Background: an optimization exercise with open tools, aiming at small area, a short achievable clock period and few clock cycles. Do not read the settings as production practice. Where RTL was checked, it was by simulation tests only, not by an equivalence proof against the original. Power is estimated from default activity; no workload was simulated.

before:
==> flow/design.v <==
module sctp_enc (
    input  wire        clk,
    input  wire        rst,
    input  wire        cmd_valid,
    output wire        cmd_ready,
    input  wire [3:0]  cmd_op,
    input  wire [63:0] cmd_arg,
    input  wire [3:0]  cmd_cnt,
    input  wire        cmd_last,
    output wire        out_valid,
    input  wire        out_ready,
    output wire [63:0] out_data,
    output wire [3:0]  out_cnt,
    output wire        out_last,
    output wire        out_fault
);
    reg [143:0] A;           
    reg [4:0]   k;           
    reg         last_pend;   
    reg         fault_pend;  
    reg         faulted;     
    reg         ev;          
    reg  [87:0] eS;          
    reg         e_leb;       
    reg  [3:0]  enb;         
    reg         elast;       
    reg         efault;      
    reg         ov;          
    reg         ol;          
    reg         rfree;       
    reg         rtake;       
    reg         rx;          
    reg  [2:0]  off;         
    assign out_valid = ov;
    assign out_last  = ol;
    assign out_cnt   = {!ol | k[3], k[2:0] & {3{ol}}};
    assign out_data  = A[63:0];
    assign out_fault = fault_pend;
    wire take = ov && out_ready;
    wire merge = ev && (rfree || (rtake && out_ready));
    assign cmd_ready = rx || (rtake && out_ready);
    wire accept = cmd_valid && cmd_ready;
    wire [3:0]  op = cmd_op;
    wire [63:0] a  = cmd_arg;
    wire big      = (a[63:4] != 60'd0) || (a[3:0] == 4'hF);    
    wire is_data  = (op == 4'd14);
    wire is_sleb  = (op == 4'd9);
    wire leb_op   = (op == 4'd8) || is_sleb || (op == 4'd13);
    wire is_fix   = !op[3] || (op[3:1] == 3'b101);
    wire bad_short = (op == 4'd12) && (a[7:4] != 4'd0);
    reg [8:0] cu, cs;
    integer m;
    always @(*) begin
        for (m = 0; m < 9; m = m + 1) begin
            cu[m] = |(a >> (7*m + 7));
            cs[m] = a[63] ? !(&(a >> (7*m + 6) | ~({64{1'b1}} >> (7*m + 6))))
                          : |(a >> (7*m + 6));
        end
    end
    wire [8:0] c = is_sleb ? cs : cu;
    reg [3:0] hi;
    always @(*) begin
        if (op == 4'd12 || (op == 4'd13 && !big)) hi = a[3:0];
        else if (op == 4'd13)                     hi = 4'hF;
        else                                      hi = 4'h0;
    end
    reg [87:0] S;
    integer i;
    always @(*) begin
        S[7:0] = is_data ? a[7:0] : {hi, op};
        for (i = 1; i < 9; i = i + 1) begin
            if (leb_op)                S[8*i +: 8] = {c[i-1], a[7*(i-1) +: 7]};
            else if (is_data && i < 8) S[8*i +: 8] = a[8*i +: 8];
            else                       S[8*i +: 8] = a[8*(i-1) +: 8];
        end
        S[79:72] = {c[8], a[62:56]};
        S[87:80] = {1'b0, {6{is_sleb & a[63]}}, a[63]};
    end
    wire leb = !faulted && ((op == 4'd8) || is_sleb || (op == 4'd13 && big));
    reg [3:0] nb;
    always @(*) begin
        if (faulted || bad_short)  nb = 4'd0;
        else if (is_data)          nb = cmd_cnt[3] ? 4'd8 : cmd_cnt;
        else if (is_fix) begin
            case ({op[3], op[2:0]})
                4'b0000, 4'b0001: nb = 4'd2;
                4'b0010, 4'b0011: nb = 4'd3;
                4'b0100, 4'b0101,
                4'b1010:          nb = 4'd5;
                default:          nb = 4'd9;
            endcase
        end else                   nb = 4'd1;
    end
    wire [8:0] ec = {eS[79], eS[71], eS[63], eS[55], eS[47], eS[39], eS[31], eS[23], eS[15]};
    wire [3:0] ecnt = {ec[7], ec[3] & !ec[7], (ec[1] & !ec[3]) | (ec[5] & !ec[7]),
                       (ec[0] & !ec[1]) | (ec[2] & !ec[3]) | (ec[4] & !ec[5]) | (ec[6] & !ec[7]) | ec[8]};
    wire [3:0] en = e_leb ? ecnt + 4'd2 : enb;
    wire [95:0]  sh1 = off[0] ? {eS, eS[7:0]}   : {eS[87:80], eS};
    wire [111:0] sh2 = off[1] ? {sh1, sh1[15:0]} : {sh1[95:80], sh1};
    wire [143:0] sh  = off[2] ? {sh2, sh2[31:0]} : {sh2[111:80], sh2};
    reg [4:0] nk;
    reg       nlp, nev;
    always @(*) begin
        nk  = k;
        nlp = last_pend;
        nev = cmd_ready ? cmd_valid : ev;
        if (merge) begin
            nk  = {2'b00, off} + {1'b0, en};
            nlp = elast;
        end else if (take) begin
            if (ol) begin
                nk  = 5'd0;
                nlp = 1'b0;
            end else begin
                nk  = k - 5'd8;
            end
        end
    end
    wire nle8 = !nk[4] && (!nk[3] || nk[2:0] == 3'd0);
    integer j;
    always @(posedge clk) begin
        for (j = 0; j < 18; j = j + 1) begin
            if (merge && j >= off)
                A[8*j +: 8] <= sh[8*j +: 8];
            else if (take && j < 10)
                A[8*j +: 8] <= A[8*j + 64 +: 8];
        end
        if (merge && elast)
            fault_pend <= efault;
        if (!ev || merge) begin
            eS     <= S;
            e_leb  <= leb;
            enb    <= nb;
            elast  <= cmd_last;
            efault <= faulted || bad_short;
        end
        if (rst) begin
            k         <= 5'd0;
            last_pend <= 1'b0;
            faulted   <= 1'b0;
            ev        <= 1'b0;
            ov        <= 1'b0;
            ol        <= 1'b0;
            rfree     <= 1'b1;
            rtake     <= 1'b0;
            rx        <= 1'b1;
            off       <= 3'd0;
        end else begin
            if (accept)
                faulted <= !cmd_last && (faulted || bad_short);
            ev        <= nev;
            k         <= nk;
            last_pend <= nlp;
            ov        <= nk[4] || nk[3] || nlp;
            ol        <= nlp && nle8;
            rfree     <= !nlp && !nk[4] && !nk[3];
            rtake     <= (!nlp && !nk[4] && nk[3]) || (nlp && nle8);
            rx        <= !nev || (!nlp && !nk[4] && !nk[3]);
            off       <= nlp ? 3'd0 : nk[2:0];
        end
    end
endmodule
export LEC_CHECK = 0
export CAP_MARGIN = 20
export CORE_MARGIN = 2
export CORE_UTILIZATION = 40
export SETUP_SLACK_MARGIN = 2.0
export SLEW_MARGIN = 20
create_clock -name core_clock -period 4.5 [get_ports {clk}]
standard.sh (not shown) runs the stock make flow with config.mk's settings and CLKGATE_MAP_FILE= SYNTH_SCRIPT=/design/flow/synth_recipe.tcl, a recipe that flattens the netlist after the stock synthesis.
==> flow/flow/run.sh <==
#!/bin/bash
# Standard ORFS flow, with the ports buffered by buf_1 cells and the clock
# tree built without dummy loads.
export BUFFER_PORTS_ARGS="-buffer_cell sky130_fd_sc_hd__buf_1"
export CTS_ARGS="-sink_clustering_enable -repair_clock_nets -dont_use_dummy_load -sink_clustering_size 28 -sink_clustering_max_diameter 70"
bash standard.sh > standard.log 2>&1
Testbench counts of before, summed over its fixed seeds: cycles 15,241.
What after does differently from before at the input level:
diff --git a/flow/design.v b/flow/design.v
--- a/flow/design.v
+++ b/flow/design.v
@@ -99,23 +99,47 @@
     wire [111:0] sh2 = off[1] ? {sh1, sh1[15:0]} : {sh1[95:80], sh1};
     wire [143:0] sh  = off[2] ? {sh2, sh2[31:0]} : {sh2[111:80], sh2};
+    wire [4:0] m_k    = {2'b00, off} + {1'b0, en};
+    wire       m_ge8  = m_k[4] || m_k[3];
+    wire       m_le8  = !m_k[4] && (!m_k[3] || m_k[2:0] == 3'd0);
+    wire       t_ge8  = k[4];
+    wire       t_le8  = !k[4] || (k[3:0] == 4'd0);
     reg [4:0] nk;
-    reg       nlp, nev;
+    reg [2:0] noff;
+    reg       nlp, nov, nol, nfree, ntake;
+    wire      nev = cmd_ready ? cmd_valid : ev;
     always @(*) begin
-        nk  = k;
-        nlp = last_pend;
-        nev = cmd_ready ? cmd_valid : ev;
+        nk    = k;
+        noff  = off;
+        nlp   = last_pend;
+        nov   = ov;
+        nol   = ol;
+        nfree = rfree;
+        ntake = rtake;
         if (merge) begin
-            nk  = {2'b00, off} + {1'b0, en};
-            nlp = elast;
+            nk    = m_k;
+            noff  = elast ? 3'd0 : m_k[2:0];
+            nlp   = elast;
+            nov   = m_ge8 || elast;
+            nol   = elast && m_le8;
+            nfree = !elast && !m_ge8;
+            ntake = elast ? m_le8 : (m_ge8 && !m_k[4]);
         end else if (take) begin
             if (ol) begin
-                nk  = 5'd0;
-                nlp = 1'b0;
+                nk    = 5'd0;
+                noff  = 3'd0;
+                nlp   = 1'b0;
+                nov   = 1'b0;
+                nol   = 1'b0;
+                nfree = 1'b1;
+                ntake = 1'b0;
             end else begin
-                nk  = k - 5'd8;
+                nk    = k - 5'd8;
+                nov   = t_ge8 || last_pend;
+                nol   = last_pend && t_le8;
+                nfree = !last_pend && !t_ge8;
+                ntake = last_pend ? t_le8 : t_ge8;
             end
         end
     end
-    wire nle8 = !nk[4] && (!nk[3] || nk[2:0] == 3'd0);
     integer j;
     always @(posedge clk) begin
@@ -152,10 +176,10 @@
             k         <= nk;
             last_pend <= nlp;
-            ov        <= nk[4] || nk[3] || nlp;
-            ol        <= nlp && nle8;
-            rfree     <= !nlp && !nk[4] && !nk[3];
-            rtake     <= (!nlp && !nk[4] && nk[3]) || (nlp && nle8);
-            rx        <= !nev || (!nlp && !nk[4] && !nk[3]);
-            off       <= nlp ? 3'd0 : nk[2:0];
+            ov        <= nov;
+            ol        <= nol;
+            rfree     <= nfree;
+            rtake     <= ntake;
+            rx        <= !nev || nfree;
+            off       <= noff;
         end
     end
### Flow results
met1 usage in global routing in after is 0.16 points higher than in before. before → after: time the worst path needs with I/O delays and setup increased by 0.27 ns relative to the old numbers; combinational power decreased by about 47% relative to the old numbers; part of the cycle the worst path needs increased by 5.9 points relative to the old numbers; worst slack at placement decreased by 0.52 ns relative to the old numbers. Going from before to after, worst setup slack shrinks by 0.27 ns. after ends up with higher compound-gate portion of the synthesized area than before does. Summary of after over before: sequential cell count level, count of clock-net buffers in the final layout went down by 2, share of cell area taken by muxes after synthesis now sits lower, non-clock buffer count now sits higher. after: maximum fanout encountered on the critical timing path lower than before. after vs. before: global-route wire length before repair went up by 3.6%. after vs before: finished layout cell area up slightly.
Only the layout flow was run in after; the RTL was not checked for function there.

---

Setup of run a:
RTL: the design.v shown in full above, as it stands there.
clock: 4.5 ns
lec_check: 0
cap_margin: 20
core_margin: 2
core_utilization: 40
setup_slack_margin: 1.8
slew_margin: 20
Scripts as last shown in full above: flow/flow/run.sh
Testbench counts of run a, summed over its fixed seeds: cycles 15,241.
For run b, these inputs were changed with respect to run a:
--- a/flow/design.v
+++ b/flow/design.v
@@ -125,11 +125,11 @@
             else if (take && j < 10)
                 A[8*j +: 8] <= A[8*j + 64 +: 8];
         end
         if (merge && elast)
             fault_pend <= efault;
-        if (!ev || merge) begin
+        if (cmd_ready) begin
             eS     <= S;
             e_leb  <= leb;
             enb    <= nb;
             elast  <= cmd_last;
             efault <= faulted || bad_short;
## What came out
Sort run b and run a by final design utilization, descending, and run b comes first. Changes observed in run b relative to run a: relative contribution of the clock network to total power went down 3.3 points; clock input transition at the sequential cells of the worst setup and hold paths held; overall power consumption went up 24%; gate count after technology mapping went up 2.3%.
Testbench counts of run b, summed over its fixed seeds: cycles 15,241.

[port drivers added, routing unchanged]
The results above use ideal ports. As a check the final layouts listed here were re-extracted and re-timed, cells and wires unchanged. Step 1 assumes that a clkbuf_16 drives the clock port and a buf_2 every other input. Step 2 also shifts input and output timing later by t, the mid clock arrival at the registers, as if the neighbouring blocks saw the same clock. a / b / c = no drivers / after step 1 / after step 2; a / b = the first two.
| run | t, ns | setup slack, ns | hold slack, ns | slew at the worst register clock pin (ns) | pins driven straight from the clock port |
|---|---|---|---|---|---|
| before | 0.544 | 2.008 / 2.018 / 1.492 | 0.399 / 0.399 / 0.399 | 0.10 / 0.10 | 1 |
| after | 0.535 | 1.742 / 1.742 / 1.546 | 0.418 / 0.418 / 0.418 | 0.11 / 0.11 | 1 |
| run a | 0.532 | 1.777 / 1.777 / 1.409 | 0.428 / 0.428 / 0.428 | 0.10 / 0.10 | 1 |
| run b | 0.539 | 1.895 / 1.895 / 1.400 | 0.432 / 0.432 / 0.432 | 0.11 / 0.11 | 1 |
After both steps every run listed still meets setup and hold. For before, which loses most, drivers alone change the setup slack by +0.010 ns; drivers and shift together by -0.516 ns.
